Context: an optimization exercise on an open-source flow, tuned for small area. The choices shown serve that exercise and are no tape-out recipe. The RTL was checked by simulation tests, not by an equivalence proof against the original design. Power figures rest on the tool's default switching activity, not on a simulated workload.

==> run a: inputs <==
## irlink
module irlink (
    input  wire       clk,
    input  wire       rst,
    input  wire       tx_start,
    input  wire       tx_proto,    
    input  wire [9:0] tx_len,
    input  wire [7:0] cfg_p,
    input  wire [7:0] cfg_h,
    input  wire [3:0] cfg_npre,
    input  wire       cfg_pre_aa,
    output wire [9:0] tx_addr,
    input  wire [7:0] tx_rdata,
    output wire       tx_busy,
    output wire       tx_line,
    output wire       tx_done,
    output reg  [1:0] tx_err,
    input  wire       rx_pin,
    input  wire       rx_rearm,
    input  wire       rx_clear,
    input  wire [3:0] rx_rd_idx,
    output wire [7:0] rx_rd_data,
    output wire [3:0] rx_len,
    output wire       rx_active,
    output wire       boot_jump,
    output wire       booted
);
    localparam [1:0] ST_OK    = 2'd0;
    localparam [1:0] ST_ALIGN = 2'd1;
    localparam [1:0] ST_CAP   = 2'd2;
    localparam [1:0] ST_TRUNC = 2'd3;
    wire [8:0] hn      = tx_len[9:1];
    wire       hn_hi   = (hn[8:7] != 2'd0);
    wire       hn_ge87 = hn_hi | (hn[6:5] == 2'b11) | (hn[6:0] == 7'b1010111) | (hn[6:3] == 4'b1011);
    wire       b_short = (tx_len[9:2] == 8'd0);
  ...
Settings: LEC_CHECK=0, CAP_MARGIN=20, CORE_MARGIN=2, CORE_UTILIZATION=40, SLEW_MARGIN=20, BUFFER_PORTS_ARGS=-buffer_cell sky130_fd_sc_hd__buf_1, CTS_ARGS=-sink_clustering_enable -repair_clock_nets -dont_use_dummy_load -buf_list sky130_fd_sc_hd__clkbuf_8; clock period 10.0 ns.
standard.sh (not shown) runs the stock make flow with config.mk's settings and CLKGATE_MAP_FILE= SYNTH_SCRIPT=/design/flow/synth_recipe.tcl, a recipe that flattens the netlist after the stock synthesis.
==> flow/flow/run.sh <==
#!/bin/bash
# Own layout flow: the standard flow (standard.sh: ORFS synthesis,
# floorplan, power grid, placement, clock tree, routing) with these changes:
#  - synthesis is synth_recipe.tcl unchanged, except that the gate mapping
#    (Yosys's abc call) runs the area-oriented script flow/area.abc instead
#    of ORFS's delay-oriented one; registers are mapped before abc, exactly
#    as in the standard synthesis
#  - half/full-adder cells are added to the platform's DONT_USE_CELLS, so the
#    few counters are mapped from plain gates, which is smaller here
#  - port buffers are sky130_fd_sc_hd__buf_1 (buffer_ports -buffer_cell)
#  - clock tree synthesis uses clkbuf_8 buffers and no dummy loads
# The make run's output goes to standard.log; ORFS keeps each step's own log
# under orfs/logs/.
set -euo pipefail
WORK=$PWD
cat > "$WORK/area_synth.tcl" <<EOT
# synth_recipe.tcl with the abc call's -script replaced by flow/area.abc
proc abc {args} {
  set i [lsearch -exact \$args -script]
  if { \$i >= 0 } {
    set args [lreplace \$args [expr {\$i + 1}] [expr {\$i + 1}] {$WORK/flow/area.abc}]
  }
  yosys abc {*}\$args
}
source {$WORK/synth_recipe.tcl}
EOT
cat >> config.mk <<'EOT'
export DONT_USE_CELLS += sky130_fd_sc_hd__ha_1 sky130_fd_sc_hd__ha_2 sky130_fd_sc_hd__ha_4 sky130_fd_sc_hd__fa_1 sky130_fd_sc_hd__fa_2 sky130_fd_sc_hd__fa_4
export BUFFER_PORTS_ARGS = -buffer_cell sky130_fd_sc_hd__buf_1
export CTS_ARGS = -sink_clustering_enable -repair_clock_nets -dont_use_dummy_load -buf_list sky130_fd_sc_hd__clkbuf_8
EOT
bash standard.sh "SYNTH_SCRIPT=$WORK/area_synth.tcl" finish > standard.log 2>&1
==> flow/flow/area.abc <==
strash
&get -n
&fraig -x
&deepsyn -J 500
&st
&dch -f
&nf -R 1000 -F 8 -C 32
&put
topo
==> run b (differences from run a) <==
--- a/flow/design.v
+++ b/flow/design.v
@@ -36,14 +36,15 @@
     output wire [9:0] addr,
     input  wire [7:0] rdata,
     output reg        busy,
     output wire       line,
     output reg        done
 );
     reg       pb;        
+    reg       aa;        
     reg [7:0] cfg;       
     reg [7:0] cnt;       
     reg [1:0] u;         
     reg [2:0] pos;       
     reg       hsel;      
     reg [9:0] ptr;       
     reg [9:0] last;      
@@ -71,17 +72,15 @@
     endfunction
     wire [9:0] cnt_inc = inc10({2'b00, cnt});
     wire [9:0] ptr_inc = inc10(ptr);
     wire [7:0] pos_dec = dec8({5'd0, pos});
     wire [9:0] npre_neg = inc10({6'h3F, ~npre});           
     wire [7:0] hn_dec  = dec8({1'b0, len[7:1]});           
     wire unit_end = (cnt == cfg);
-    wire eq9      = (ptr[8:0] == last[8:0]);
-    wire at_last  = pb ? eq9 : (ptr[9] | (~last[9] & eq9));
-    wire aa       = last[9];
+    wire at_last  = (ptr == last);
     wire       pre  = ptr[9];
     wire       verb = ~ptr[9] & (ptr[8:2] == 7'd0);
     wire       enc  = ~pre & ~verb;
     wire [5:0] code;
     nib_rom u_rom (.v(hsel ? rdata[3:0] : rdata[7:4]), .code(code));
     wire [7:0] word  = enc ? {code, 2'b00} : rdata;
     wire       bit_a = rdata[~pos];
@@ -95,14 +94,15 @@
         else
             last_u = (!at_last && bit_a) ? 2'd3 : 2'd0;
     end
     wire seg_end = unit_end & (u == last_u);
     wire nib_end_b  = enc ? (pos == 3'd2) : (pos == 3'd0);
     wire byte_end_b = nib_end_b & (~enc | hsel);
     wire finish = seg_end & (pb ? (byte_end_b & at_last) : (hsel & at_last));
+    wire [9:0] n_a = len[9] ? 10'd512 : len;
     assign addr = ptr;
     assign line = busy & (pb ? ~bit_b : ~hsel);
     always @(posedge clk) begin
         if (rst) begin
             busy <= 1'b0;
             done <= 1'b0;
         end else begin
@@ -112,21 +112,22 @@
             else if (finish)
                 busy <= 1'b0;
         end
     end
     always @(posedge clk) begin
         if (start) begin
             pb   <= proto;
+            aa   <= pre_aa;
             cfg  <= proto ? h : p;
             cnt  <= 8'd1;
             u    <= 2'd0;
             pos  <= 3'd7;
             hsel <= 1'b0;
             ptr  <= proto ? npre_neg : 10'd0;
-            last <= proto ? {pre_aa, 1'b0, hn_dec[6:0], 1'b1} : len;
+            last <= proto ? {2'b00, hn_dec[6:0], 1'b1} : n_a;
         end else begin
             cnt <= unit_end ? 8'd1 : cnt_inc[7:0];
             if (unit_end)
                 u <= seg_end ? 2'd0 : {u[1] ^ u[0], ~u[0]};
             if (seg_end) begin
                 if (!pb) begin
                     hsel <= ~hsel;
@@ -159,18 +160,18 @@
     output reg        active,
     output wire       boot_jump,
     output reg        booted
 );
     reg        pin_prev;
     reg [11:0] tmr;
     reg [11:0] ref_len;
-    reg        boot_ok;
+    reg        part;
     reg [2:0]  rx_bits;
     reg [3:0]  rx_idx;
-    reg        sealed;    
+    reg [3:0]  rx_len;
     reg [79:0] chain;         
     function [11:0] inc12(input [11:0] x);
         integer i;
         reg c;
         begin
             c = 1'b1;
             for (i = 0; i < 12; i = i + 1) begin
@@ -201,91 +202,84 @@
         end
     endfunction
     wire [11:0] tmr_inc  = inc12(tmr);
     wire [11:0] bits_inc = inc12({9'd0, rx_bits});
     wire [11:0] idx_inc  = inc12({8'd0, rx_idx});
     wire fall = pin_prev & ~pin;
     wire rise = ~pin_prev & pin;
-    wire take = (fall | rise) & ~booted & ~sealed;
+    wire take = (fall | rise) & ~booted & (rx_len == 4'd0);
     wire over     = gt13({1'b0, tmr}, {ref_len, 1'b0});
     wire have_ref = (ref_len != 12'd0);
     wire bit_in   = have_ref & over;
     wire shift    = take & fall & have_ref;
     wire room     = ~(rx_idx[3] & rx_idx[1]);    
     wire store    = shift & room;
     wire partial  = (rx_bits != 3'd0);
-    wire boot_match = (rx_idx == 4'd4) && boot_ok;
-    wire       part = partial & room;
-    wire [3:0] rpos = add4(rx_idx, ~rd_idx, part);    
+    wire boot_match = (rx_idx == 4'd4) &&
+                      (partial ? (chain[39:8] == 32'h424F4F54)
+                                : (chain[31:0] == 32'h424F4F54));
+    wire [3:0] rpos = add4(rx_len, ~rd_idx, part);    
     assign rd_data = rpos[3] ? (rpos[0] ? chain[79:72] : chain[71:64])
                              : chain[{rpos[2:0], 3'b000} +: 8];
-    assign buf_len = sealed ? rx_idx : 4'd0;
+    assign buf_len = rx_len;
     assign boot_jump = booted & rx_idx[2];
     always @(posedge clk) begin
         if (rst)
             pin_prev <= 1'b1;
         else
             pin_prev <= pin;
     end
     always @(posedge clk) begin
         if (rst || rearm) begin
             tmr       <= 12'd0;
             ref_len   <= 12'd0;
             rx_bits   <= 3'd0;
             rx_idx    <= 4'd0;
-            sealed    <= 1'b0;
+            rx_len    <= 4'd0;
             active    <= 1'b0;
             booted    <= 1'b0;
         end else begin
             if (booted)
                 rx_idx <= 4'd0;
-            if (clear && sealed) begin
-                sealed  <= 1'b0;
-                rx_idx  <= 4'd0;
-                rx_bits <= 3'd0;
-            end
+            if (clear && !booted)
+                rx_len <= 4'd0;
             if (take) begin
                 tmr <= 12'd1;
                 if (fall) begin
                     active <= 1'b1;
                     if (have_ref) begin
                         rx_bits <= bits_inc[2:0];
                         if (rx_bits == 3'd7 && room)
                             rx_idx <= idx_inc[3:0];
                     end
                 end else if (have_ref && over) begin
+                    rx_bits <= 3'd0;
+                    part    <= partial & room;
                     if (boot_match) begin
-                        rx_bits <= 3'd0;
-                        booted  <= 1'b1;
-                        active  <= 1'b0;
-                    end else if (rx_idx != 4'd0) begin
-                        sealed  <= 1'b1;
+                        booted <= 1'b1;
+                        active <= 1'b0;
                     end else begin
-                        rx_bits <= 3'd0;
+                        rx_idx <= 4'd0;
+                        rx_len <= rx_idx;
                     end
                 end else begin
                     ref_len <= tmr;
                 end
             end else begin
                 tmr <= tmr_inc;
                 if (tmr == 12'hFFF && !booted) begin
                     ref_len <= 12'd0;
-                    if (!sealed) begin
-                        rx_bits <= 3'd0;
-                        rx_idx  <= 4'd0;
-                    end
+                    rx_bits <= 3'd0;
+                    rx_idx  <= 4'd0;
                     active  <= 1'b0;
                 end
             end
         end
     end
     always @(posedge clk) begin
-        if (store && rx_bits == 3'd7)
-            boot_ok <= (rx_idx == 4'd3) &&
-                       ({chain[31:8], bit_in, chain[7:1]} == 32'h424F4F54);
         if (store) begin
             chain[7:0] <= {bit_in, chain[7:1]};
             if (!partial)
                 chain[79:8] <= chain[71:0];
         end
     end
 endmodule
==> flow/flow/area.abc (replaced) <==
strash
&get -n
&fraig -x
&deepsyn -J 100
&st
&dch -f
&nf -R 1000 -F 8 -C 32
&put
topo
==> qor summary <==
| quantity | run b | run a |
|---|---|---|
| Power in sequential cells | 0.000766 W | 0.000745 W |
| Worst Min Path Start | u_rx.chain[40] | u_rx.chain[59] |
| Setup slack of the critical path after layout | 3.19 ns | 3.81 ns |
| Average wire length per cell after detail routing | 16.1 um | 15.5 um |
| Sink count of the clock tree | 167 | 163 |
| Combinational power | 0.000113 W | 0.000101 W |
| Final routed wirelength across all metal layers | 16100 um | 14900 um |
| Run status | finished clean | finished clean |
| Internal power component | 0.000944 W | 0.000923 W |
| Share of the clock period used by the worst path after layout | 0.681 | 0.619 |
| Min Tclk post-route | 6.81 ns | 6.19 ns |
| Data arrival, critical path | 4.81 ns | 4.19 ns |
| Effective utilization at floorplan | 0.412 | 0.404 |
| Flop pwr share | 0.621 | 0.625 |
| Detail-routed via count per cell | 5.72 | 5.54 |
| Die Ht | 141 um | 138 um |
| Xor and xnor fraction of the mapped netlist area | 0.0434 | 0.0414 |
| Count of filler cells inserted in the layout | 1694 | 1645 |
| Switching component of the power | 0.000290 W | 0.000268 W |
| Multiplexer area fraction after synthesis | 0.0189 | 0.0186 |

[re-timing with driven ports]
No port has a modelled driver above. Below, the same layouts with a new extraction and two added sets of constraints.
Step 1: set_driving_cell puts a clkbuf_16 on clk and a buf_2 on each other input, an assumption about the parent block.
Step 2 adds t to the input delays and takes it off the output delays; t is the mean of the earliest and latest rising clock arrival at the registers after step 1. Input paths then give back, and output paths get back, about the clock's delay inside the block.
Slacks: no drivers / after step 1 / after step 2; pairs: no drivers / after step 1.
run | t (ns) | slack for setup (ns) | worst setup path at the end | clock arrival spread, ns | worst slew at a driven data input, ns
run a | 0.465 | 3.811 / 3.786 / 3.786 | input to output | 0.029 / 0.029 | 0.04
run b | 0.472 | 3.192 / 3.167 / 3.167 | input to output | 0.030 / 0.031 | 0.04
After both steps every run listed still meets setup and hold.
